Background: an optimization exercise with open tools, aiming at small area. Do not read the settings as production practice.
Only simulation tests tie the RTL to the original design; equivalence was not proved.
Power and IR drop assume default switching activity.

==> design/flow/design.v <==
module e3w_frame #(
    parameter POLL_MAX = 10000
) (
    input             clk,
    input             rst,
    input             go,
    input             poll,        
    input      [7:0]  opcode,
    input      [1:0]  payload,     
    input      [15:0] wword,
    output reg        done,        
    output     [15:0] rword,       
    output            timed_out,   
    output reg        ev_valid,
    output reg [1:0]  ev_kind,
    output reg [15:0] ev_wdata,
    input             ev_ready,
    input      [15:0] ev_rdata
);
    localparam PL_NONE = 2'd0, PL_NOP4 = 2'd1, PL_WR16 = 2'd2, PL_RD16 = 2'd3;
    localparam EV_W = 2'd0, EV_D = 2'd1, EV_R = 2'd2;
    localparam E_IDLE  = 4'd0,
               E_SEL0  = 4'd1,   
               E_SEL1  = 4'd2,   
               E_SELD  = 4'd3,   
               E_CBLO  = 4'd4,   
               E_CBD0  = 4'd5,   
               E_CBHI  = 4'd6,   
               E_CBD1  = 4'd7,   
               E_CBR   = 4'd8,   
               E_PDLY  = 4'd9,   
               E_DESEL = 4'd10;  
    localparam PH_START = 3'd0, PH_OPC = 3'd1, PH_PAY = 3'd2,
               PH_PLO = 3'd3, PH_PHI = 3'd4;
    localparam PW = $clog2(POLL_MAX + 1);
    reg [3:0]    state;
    reg [2:0]    phase;
    reg [1:0]    pl;
    reg [7:0]    osr;
    reg [15:0]   dsr;
    reg [4:0]    bitcnt;
    reg [PW-1:0] pcnt_lo;
    reg [PW-1:0] pcnt_hi;
    reg          t_lo, t_hi;
    assign rword     = dsr;
    assign timed_out = t_lo | t_hi;
    reg dbit;
    always @* begin
        case (phase)
            PH_START: dbit = 1'b1;
            PH_OPC:   dbit = osr[7];
            PH_PAY:   dbit = (pl == PL_WR16) ? dsr[15] : 1'b0;
            default:  dbit = 1'b0;
        endcase
    end
    always @* begin
        ev_valid = 1'b1;
        ev_kind  = EV_W;
        ev_wdata = 16'h0000;
        case (state)
            E_SEL0, E_DESEL: begin ev_kind = EV_W; ev_wdata = 16'h0000; end
            E_SEL1:          begin ev_kind = EV_W; ev_wdata = 16'h0004; end
            E_CBLO:          begin ev_kind = EV_W; ev_wdata = {13'd0, 1'b1, 1'b0, dbit}; end
            E_CBHI:          begin ev_kind = EV_W; ev_wdata = {13'd0, 1'b1, 1'b1, dbit}; end
            E_SELD, E_CBD0, E_CBD1, E_PDLY: ev_kind = EV_D;
            E_CBR:           ev_kind = EV_R;
            default:         ev_valid = 1'b0;
        endcase
    end
    wire fire = ev_valid && ev_ready;
    wire b    = ev_rdata[0];
    always @(posedge clk) begin
        done <= 1'b0;
        if (rst) begin
            state <= E_IDLE;
        end else begin
            case (state)
                E_IDLE: if (go) begin
                    pl    <= payload;
                    osr   <= opcode;
                    dsr   <= wword;
                    phase <= poll ? PH_PLO : PH_START;
                    if (poll) begin
                        pcnt_lo <= POLL_MAX;
                        pcnt_hi <= POLL_MAX;
                        t_lo    <= 1'b0;
                        t_hi    <= 1'b0;
                    end
                    state <= E_SEL0;
                end
                E_SEL0: if (fire) state <= E_SEL1;
                E_SEL1: if (fire) state <= E_SELD;
                E_SELD: if (fire) state <= E_CBLO;
                E_CBLO: if (fire) state <= E_CBD0;
                E_CBD0: if (fire) state <= E_CBHI;
                E_CBHI: if (fire) state <= E_CBD1;
                E_CBD1: if (fire) state <= E_CBR;
                E_CBR: if (fire) begin
                    case (phase)
                        PH_START: begin
                            phase  <= PH_OPC;
                            bitcnt <= 5'd8;
                            state  <= E_CBLO;
                        end
                        PH_OPC: begin
                            osr    <= osr << 1;
                            bitcnt <= bitcnt - 5'd1;
                            if (bitcnt == 5'd1) begin
                                if (pl == PL_NONE) begin
                                    state <= E_DESEL;
                                end else begin
                                    phase  <= PH_PAY;
                                    bitcnt <= (pl == PL_NOP4) ? 5'd4 : 5'd16;
                                    if (pl == PL_RD16) dsr <= 16'h0000;
                                    state  <= E_CBLO;
                                end
                            end else begin
                                state <= E_CBLO;
                            end
                        end
                        PH_PAY: begin
                            if (pl == PL_RD16)      dsr <= {dsr[14:0], b};
                            else if (pl == PL_WR16) dsr <= dsr << 1;
                            bitcnt <= bitcnt - 5'd1;
                            state  <= (bitcnt == 5'd1) ? E_DESEL : E_CBLO;
                        end
                        PH_PLO: begin
                            if (!b) begin
                                phase <= PH_PHI;
                                state <= E_CBLO;
                            end else begin
                                state <= E_PDLY;
                            end
                        end
                        default: begin  
                            if (b) begin
                                state <= E_IDLE;
                                done  <= 1'b1;
                            end else begin
                                state <= E_PDLY;
                            end
                        end
                    endcase
                end
                E_PDLY: if (fire) begin
                    if (phase == PH_PLO) begin
                        pcnt_lo <= pcnt_lo - 1'b1;
                        if (pcnt_lo == 1) begin
                            t_lo  <= 1'b1;
                            phase <= PH_PHI;
                        end
                        state <= E_CBLO;
                    end else begin
                        pcnt_hi <= pcnt_hi - 1'b1;
                        if (pcnt_hi == 1) begin
                            t_hi  <= 1'b1;
                            state <= E_IDLE;
                            done  <= 1'b1;
                        end else begin
                            state <= E_CBLO;
                        end
                    end
                end
                E_DESEL: if (fire) begin
                    state <= E_IDLE;
                    done  <= 1'b1;
                end
                default: state <= E_IDLE;
            endcase
        end
    end
endmodule
module e3w_classify (
    input      [15:0] magic,
    input      [15:0] modid,
    input      [15:0] layout,
    input      [15:0] variant,
    output reg [1:0]  modtype,
    output reg [31:0] devid,
    output reg [31:0] devrev,
    output reg [47:0] devname,      
    output reg [2:0]  devname_len
);
    localparam MT_NONE = 2'd0, MT_MEN = 2'd1, MT_THIRD = 2'd2;
    localparam [15:0] MAGIC_MEN = 16'h5346;
    wire       all_eq = (magic == modid) && (modid == layout) && (layout == variant);
    wire       sflag  = (modid[15:8] == 8'h53);
    wire       nflag  = (modid[15:8] == 8'h7D);
    wire [7:0] nval   = modid[7:0];
    wire [7:0] d2 = nval / 8'd100;
    wire [7:0] d1 = (nval / 8'd10) % 8'd10;
    wire [7:0] d0 = nval % 8'd10;
    reg [7:0] name [0:5];
    reg [2:0] len;
    integer k;
    always @* begin
        for (k = 0; k < 6; k = k + 1) name[k] = 8'h00;
        len = 3'd0;
        name[len] = "M";
        len = len + 3'd1;
        if (sflag) begin
            name[len] = "S";
            len = len + 3'd1;
        end
        if (nval >= 8'd100) begin
            name[len] = 8'h30 + d2;
            len = len + 3'd1;
        end
        if (nval >= 8'd10) begin
            name[len] = 8'h30 + d1;
            len = len + 3'd1;
        end
        name[len] = 8'h30 + d0;
        len = len + 3'd1;
        if (nflag) begin
            name[len] = "N";
            len = len + 3'd1;
        end
        if (all_eq) begin
            modtype     = MT_NONE;
            devid       = 32'hFFFF_FFFF;
            devrev      = 32'hFFFF_FFFF;
            devname     = 48'd0;
            devname_len = 3'd0;
        end else if (magic == MAGIC_MEN) begin
            modtype     = MT_MEN;
            devid       = {magic, modid};
            devrev      = {layout, variant};
            devname     = {name[5], name[4], name[3], name[2], name[1], name[0]};
            devname_len = len;
        end else begin
            modtype     = MT_THIRD;
            devid       = {magic, modid};
            devrev      = {layout, variant};
            devname     = 48'd0;
            devname_len = 3'd0;
        end
    end
endmodule
module eeprom3w (
    input             clk,
    input             rst,
    input             start,
    input      [2:0]  cmd,
    input      [3:0]  idx,
    input      [15:0] wdata,
    input             wbuf_we,
    input      [3:0]  wbuf_addr,
    input      [15:0] wbuf_wdata,
    input      [3:0]  rbuf_addr,
    output reg        busy,
    output reg [2:0]  status,
    output reg [15:0] rdata,
    output     [15:0] rbuf_rdata,
    output reg [1:0]  modtype,
    output reg [31:0] devid,
    output reg [31:0] devrev,
    output reg [47:0] devname,
    output reg [2:0]  devname_len,
    output            ev_valid,
    output     [1:0]  ev_kind,
    output     [15:0] ev_wdata,
    input             ev_ready,
    input      [15:0] ev_rdata
);
    localparam C_READ = 3'd0, C_ERASE = 3'd1, C_WRITE = 3'd2, C_ETW = 3'd3,
               C_READALL = 3'd4, C_WRITEALL = 3'd5, C_DECODE = 3'd6;
    localparam R_OK = 3'd0, R_TIMEOUT = 3'd1, R_VERIFY = 3'd2,
               R_ERASEFAIL = 3'd3, R_FAILED = 3'd4;
    localparam [7:0] OPC_READ = 8'h80, OPC_WRITE = 8'h40, OPC_ERASE = 8'hC0,
                     OPC_WEN = 8'h30, OPC_WDS = 8'h00;
    localparam PL_NONE = 2'd0, PL_NOP4 = 2'd1, PL_WR16 = 2'd2, PL_RD16 = 2'd3;
    localparam S_RD     = 4'd0,
               S_E_WEN  = 4'd1,
               S_E_ER   = 4'd2,
               S_E_POLL = 4'd3,
               S_E_WDS  = 4'd4,
               S_W_WEN  = 4'd5,
               S_W_WR   = 4'd6,
               S_W_POLL = 4'd7,
               S_W_WDS  = 4'd8,
               S_W_VRD  = 4'd9,
               S_CLASS  = 4'd10;
    reg [15:0] wbuf [0:15];
    reg [15:0] rbuf [0:15];
    reg [2:0]  c_cmd;
    reg [3:0]  cur_idx;
    reg [15:0] cur_word;
    reg [4:0]  cellcnt;
    reg [1:0]  dcnt;
    reg [3:0]  step;
    reg        f_go;
    reg [15:0] idw0, idw1, idw2, idw8;
    assign rbuf_rdata = rbuf[rbuf_addr];
    reg       f_poll;
    reg [7:0] f_opcode;
    reg [1:0] f_payload;
    always @* begin
        f_poll    = 1'b0;
        f_opcode  = OPC_WDS;
        f_payload = PL_NONE;
        case (step)
            S_RD, S_W_VRD: begin f_opcode = OPC_READ | {4'd0, cur_idx}; f_payload = PL_RD16; end
            S_E_WEN:       begin f_opcode = OPC_WEN; f_payload = PL_NOP4; end
            S_E_ER:        f_opcode = OPC_ERASE | {4'd0, cur_idx};
            S_W_WEN:       f_opcode = OPC_WEN;
            S_W_WR:        begin f_opcode = OPC_WRITE | {4'd0, cur_idx}; f_payload = PL_WR16; end
            S_E_POLL, S_W_POLL: f_poll = 1'b1;
            default:       f_opcode = OPC_WDS;
        endcase
    end
    wire        f_done;
    wire [15:0] f_rword;
    wire        f_tout;
    e3w_frame u_frame (
        .clk       (clk),
        .rst       (rst),
        .go        (f_go),
        .poll      (f_poll),
        .opcode    (f_opcode),
        .payload   (f_payload),
        .wword     (cur_word),
        .done      (f_done),
        .rword     (f_rword),
        .timed_out (f_tout),
        .ev_valid  (ev_valid),
        .ev_kind   (ev_kind),
        .ev_wdata  (ev_wdata),
        .ev_ready  (ev_ready),
        .ev_rdata  (ev_rdata)
    );
    wire [1:0]  k_modtype;
    wire [31:0] k_devid, k_devrev;
    wire [47:0] k_devname;
    wire [2:0]  k_len;
    e3w_classify u_class (
        .magic       (idw0),
        .modid       (idw1),
        .layout      (idw2),
        .variant     (idw8),
        .modtype     (k_modtype),
        .devid       (k_devid),
        .devrev      (k_devrev),
        .devname     (k_devname),
        .devname_len (k_len)
    );
    reg erase_t;    
    reg write_t;    
    function [3:0] id_cell(input [1:0] n);
        case (n)
            2'd0: id_cell = 4'd0;
            2'd1: id_cell = 4'd1;
            2'd2: id_cell = 4'd2;
            default: id_cell = 4'd8;
        endcase
    endfunction
    task end_cmd(input [2:0] code);
        begin
            status <= code;
            busy   <= 1'b0;
        end
    endtask
    always @(posedge clk) begin
        f_go <= 1'b0;
        if (rst) begin
            busy <= 1'b0;
            f_go <= 1'b0;
        end else if (!busy) begin
            if (wbuf_we)
                wbuf[wbuf_addr] <= wbuf_wdata;
            if (start && cmd != 3'd7) begin
                busy     <= 1'b1;
                c_cmd    <= cmd;
                cellcnt  <= 5'd0;
                dcnt     <= 2'd0;
                f_go     <= 1'b1;
                case (cmd)
                    C_READ: begin
                        cur_idx <= idx;
                        step    <= S_RD;
                    end
                    C_ERASE, C_ETW: begin
                        cur_idx  <= idx;
                        cur_word <= wdata;
                        step     <= S_E_WEN;
                    end
                    C_WRITE: begin
                        cur_idx  <= idx;
                        cur_word <= wdata;
                        step     <= S_W_WEN;
                    end
                    C_READALL: begin
                        cur_idx <= 4'd0;
                        step    <= S_RD;
                    end
                    C_WRITEALL: begin
                        cur_idx  <= 4'd0;
                        cur_word <= wbuf[0];
                        step     <= S_E_WEN;
                    end
                    default: begin  
                        cur_idx <= id_cell(2'd0);
                        step    <= S_RD;
                    end
                endcase
            end
        end else if (step == S_CLASS) begin
            modtype     <= k_modtype;
            devid       <= k_devid;
            devrev      <= k_devrev;
            devname     <= k_devname;
            devname_len <= k_len;
            end_cmd(R_OK);
        end else if (f_done) begin
            case (step)
                S_RD: begin
                    if (c_cmd == C_READ) begin
                        rdata <= f_rword;
                        end_cmd(R_OK);
                    end else if (c_cmd == C_READALL) begin
                        rbuf[cellcnt[3:0]] <= f_rword;
                        if (cellcnt == 5'd15) begin
                            end_cmd(R_OK);
                        end else begin
                            cellcnt <= cellcnt + 5'd1;
                            cur_idx <= cellcnt[3:0] + 4'd1;
                            f_go    <= 1'b1;
                        end
                    end else begin  
                        case (dcnt)
                            2'd0: idw0 <= f_rword;
                            2'd1: idw1 <= f_rword;
                            2'd2: idw2 <= f_rword;
                            default: idw8 <= f_rword;
                        endcase
                        if (dcnt == 2'd3) begin
                            step <= S_CLASS;
                        end else begin
                            dcnt    <= dcnt + 2'd1;
                            cur_idx <= id_cell(dcnt + 2'd1);
                            f_go    <= 1'b1;
                        end
                    end
                end
                S_E_WEN:  begin step <= S_E_ER;   f_go <= 1'b1; end
                S_E_ER:   begin step <= S_E_POLL; f_go <= 1'b1; end
                S_E_POLL: begin erase_t <= f_tout; step <= S_E_WDS; f_go <= 1'b1; end
                S_E_WDS: begin
                    if (c_cmd == C_ERASE) begin
                        end_cmd(erase_t ? R_TIMEOUT : R_OK);
                    end else if (erase_t) begin
                        end_cmd(c_cmd == C_ETW ? R_ERASEFAIL : R_FAILED);
                    end else begin
                        step <= S_W_WEN;
                        f_go <= 1'b1;
                    end
                end
                S_W_WEN:  begin step <= S_W_WR;   f_go <= 1'b1; end
                S_W_WR:   begin step <= S_W_POLL; f_go <= 1'b1; end
                S_W_POLL: begin write_t <= f_tout; step <= S_W_WDS; f_go <= 1'b1; end
                S_W_WDS: begin
                    if (write_t) begin
                        end_cmd(c_cmd == C_WRITEALL ? R_FAILED : R_TIMEOUT);
                    end else begin
                        step <= S_W_VRD;
                        f_go <= 1'b1;
                    end
                end
                S_W_VRD: begin
                    if (c_cmd != C_WRITEALL) begin
                        end_cmd(f_rword != cur_word ? R_VERIFY : R_OK);
                    end else if (f_rword != cur_word) begin
                        end_cmd(R_FAILED);
                    end else if (cellcnt == 5'd15) begin
                        end_cmd(R_OK);
                    end else begin
                        cellcnt  <= cellcnt + 5'd1;
                        cur_idx  <= cellcnt[3:0] + 4'd1;
                        cur_word <= wbuf[cellcnt[3:0] + 4'd1];
                        step     <= S_E_WEN;
                        f_go     <= 1'b1;
                    end
                end
                default: ;
            endcase
        end
    end
endmodule
==> design/flow/run.sh <==
#!/bin/bash
# synth_recipe.tcl (not shown) runs the flow's synth.tcl, then flattens the netlist and writes it again
# the make line also repeats each setting of config.mk as NAME=value (left out here)
make -C /OpenROAD-flow-scripts/flow DESIGN_CONFIG=/design/flow/config.mk WORK_HOME=/design/flow/orfs CLKGATE_MAP_FILE= SYNTH_SCRIPT=/design/flow/synth_recipe.tcl finish
==> design/flow/config.mk <==
export PLATFORM = sky130hd
export DESIGN_NAME = eeprom3w
export DESIGN_NICKNAME = eeprom3w
export VERILOG_FILES = /design/flow/design.v
export SDC_FILE = /design/flow/constraint.sdc
export NUM_CORES = 4
export LEC_CHECK = 0
export CAP_MARGIN = 20
export CORE_MARGIN = 2
export CORE_UTILIZATION = 40
export SLEW_MARGIN = 20
==> design/flow/constraint.sdc <==
create_clock -name core_clock -period 10.0 [get_ports {clk}]
set_input_delay 2.0000 -clock core_clock [delete_from_list [all_inputs] [get_ports {clk}]]
set_output_delay 2.0000 -clock core_clock [all_outputs]
set_load 0.01 [all_outputs]
==> run summary <==
status - no timing/DRC/antenna violations
post-detailed-route count of antenna-violating nets - 0
Post-Synth Simple-Gate Area - 0.0911
GRT met1 Usage - 0.253
worst path cell trace - buf_4 -> buf_4 -> mux4_2 -> mux4_2 -> clkdlybuf4s50_1
Netlist Area Pre-Place - 0.0351 mm²
Synth top area share - 0.695
worst-skew pair later-pin latency - 0.64 ns
Critical Path Max Stage Delay - 0.60 ns
Inst Count DP - 3465
GRT Total Usage - 0.185
first-pass GRT wire length - 125000 µm
gpl congestion - 0.864
# DRC - 0
Max-slew headroom - 0.256
hold path endpoint - write_t
Worst Path Arrival - 4.77 ns
Fillers - 7374
hpwl dp - 52900 µm
Synth Area in Compound Gates - 0.0504
DRT iter0 DRCs - 2102
layout cell share with drive strength beyond 1 - 0.151
clock sinks - 819
Reg area - 0.0245 mm²
worst r2r src - idw1[5]
largest area contributor in the netlist - edfxtp_1
Slew Viols, Final - 0
Post-CTS Resized - 0
fin nets - 2508
top post-synthesis cells by area - edfxtp_1 (69%), mux4_2 (10%), nand2_1 (1.7%)
routed wire length - 83600 µm
Reg2Reg Depth - 14
Max clock buf depth - 3
Critical Setup Path Class - input pin to output pin
Worst setup SP type - input pin
Worst Hold Depth - 1
Static Leakage - 0.0135 µW
DIE WIDTH - 300 µm
# IOs - 240
Syn Inst Count - 2163
Finished Layout Cells - 3625
fraction of registers with async set/reset - 0
leading cell type in the layout, fill and taps excluded - edfxtp_1
reg2reg end - devname[14]
max-cap violations - 0
Crit Path Max Fanout - 41
Worst setup EP type - output pin
CP max stage cell - buf_4
post-synthesis mux area share - 0.110
RSZ-0062 raised after global routing - no
die area - 0.0901 mm²
yosys warns - 4
Hold-fix buffers, CTS - 0
setup bufs post-CTS - 0
setup slack, reg-to-reg - 5.34 ns
P&R area growth vs syn - 17.6%
Tcrit/Tclk final - 0.677
Distinct cells, synth - 96
CTS root buffer - clkbuf_16
CP Launch Point - rbuf_addr[0]
xor and xnor fraction of the mapped netlist area - 0.0154
fin worst setup slack - 3.23 ns
post-layout min period - 6.77 ns
sequential-to-total area share from yosys stat - 0.699
largest net degree at the start of global routing - 96
vias post-DR - 19.9k
critical path depth - 5
Initial Utilization - 0.404
number of enable flip-flop cells after synthesis - 812
PortBufs - 211
largest family of logic cells by synthesized area - multiplexers
row count - 108
Layout Skew - 0.0346 ns
Initial DRT Pass Iterations - 6
Post-Synth Adder-Cell Area - 0.0148
Yosys reg bits - 819
Synth Flop Type - edfxtp_1
Top delay family on crit path - buffers and inverters
met2 Resource Use GR - 0.300
number of CTS-inserted buffers - 86
Reg clk slew, reported paths - 0.06 ns
syn avg cell area - 16.2 µm²
commonest non-fill, non-tap cells in the layout - edfxtp_1 (812), clkdlybuf4s50_1 (209), nand2_1 (162), mux4_2 (160), nor2_1 (122)
per-cell routed wire length - 23.1 µm
endpoints failing hold - 0
area of the multi-input gates - 0.0101 mm²
Slew @ Worst Pin - 1.12 ns
CP Buf/Inv Count - 3
PwrDens - 185 mW/mm²
grt total ovfl - 0
routing usage on met3 - 0.0371
Core Region - 0.0869 mm²
Final setup violation count - 0
CTS HTree Levels - 3
Req. time, crit path - 8.00 ns
GR peak layer - met2
pre-CTS setup slack - 3.09 ns
Hold Path Origin - u_frame.t_lo
Via density - 5.50
Setup TNS Final - 0 ns
worst hold-check path type - flop to flop
initial antenna violation count - 6
Pwr Total - 7660 µW
TritonCTS clock tree - built
Die Span Y - 300 µm
Peak VDD IR - 137 µV
f_max - 148 MHz
number of global-route vias before repair - 19.7k
==> through the flow <==
step | area, µm² | util | hold WS, ns
2_1_floorplan | 35200 | - | 0.484
3_3_place_gp | 38600 | 0.444 | 0.503
3_5_place_dp | 38600 | 0.444 | 0.507
4_1_cts | 41200 | 0.475 | 0.521
5_1_grt | 41300 | 0.475 | 0.551
6_report | 41300 | 0.475 | 0.516
==> cell type report <==
class                   instances  share of cell area
flip-flops and latches        819               0.594
multi-input cells            1201               0.244
repair buffers                252              0.0587
clock buffers                 104              0.0543
well taps                    1155              0.0350
clock inverters                52              0.0105
inverters                      39             0.00358
diodes                          3            0.000182
==> layer usage <==
layer  vias to the layer above  wire length, µm
li1                       8946                -
met1                     10100            35400
met2                       754            40600
met3                       140             5420
met4                         6             2070
met5                         -               41
==> synth_stat cells, types with 23 or more instances <==
cell and n:
mux4_2 160, a21oi_1 81, and2_1 25, clkbuf_1 73
and3_1 27, ha_1 40, mux2i_1 23, nor3_1 44
nand3_1 62, inv_1 34, nand2_1 162, nand2b_1 79
edfxtp_1 812, xnor2_1 49, nor2_1 123, o21ai_0 63
==> worst reg2reg max path: stages (launching register included) <==
cell and delay [ns]:
edfxtp_1 0.89, and2b_1 0.40, nor3_1 0.34, a211o_4 0.20
ha_1 0.21, nand2_1 0.12, or4_4 0.48, a21o_1 0.19
a41oi_2 0.23, and4b_1 0.31, a31o_1 0.22, a211oi_2 0.26
nor3_2 0.12, o31ai_1 0.28, a21oi_1 0.11
==> sequential cells by signal (all words and copies together) (netlist names), 8 cells and up <==
name,count
rbuf,256
wbuf,256
devname,48
devid,32
devrev,32
cur_word,16
idw0,16
idw1,16
idw2,16
idw8,16
rdata,16
u_frame.dsr,16
u_frame.pcnt_hi,14
u_frame.pcnt_lo,14
u_frame.osr,8
==> where the power goes <==
| part | internal, µW | total [µW] | switching [µW] |
|---|---|---|---|
| Clock | 1730 | 3030 | 1300 |
| Sequential | 3920 | 4060 | 144 |
| Combinational | 233 | 560 | 327 |
==> worst max-delay path by stage <==
| stage | to | slack, ns |
|---|---|---|
| 2_1_floorplan | devid[0] | 2.49 |
| 3_3_place_gp | rbuf_rdata[12] | 3.10 |
| 3_5_place_dp | rbuf_rdata[12] | 3.09 |
| 4_1_cts | rbuf_rdata[12] | 3.10 |
| 5_1_grt | rbuf_rdata[8] | 2.97 |
| 6_report | rbuf_rdata[12] | 3.23 |
==> cell families (layout without fill, tap and decap cells) <==
| logic type | count (synthesis) | after routing |
|---|---|---|
| compound gates | 267 | 267 |
| xor+xnor | 61 | 61 |
| fa+ha+maj | 41 | 41 |
| buf+inv | 155 | 447 |
| flops | 819 | 819 |
| mux | 186 | 186 |
| other cells | 2 | 17 |
| simple gates | 632 | 632 |

-- re-timing with driven ports --
The flow's constraints put no driver on any port. The routed layout listed below was extracted and timed again, unchanged, in two steps. Step 1 sets driving cells, clkbuf_16 on the clock port and buf_2 on the other inputs (assumed; they add their load-dependent delay and slew). Step 2 also shifts input and output timing later by t, the mid clock arrival at the registers, as if the neighbouring blocks saw the same clock. a / b / c = ideal ports / drivers / drivers and shift; a / b = the first two.
t (ns): 0.685
slack for setup (ns): 3.232 / 3.204 / 3.204
worst slew at a driven data input, ns: 0.11
After both steps setup and hold are still met in this run. For this run, drivers alone change the setup slack by -0.028 ns; drivers and shift together by -0.028 ns.
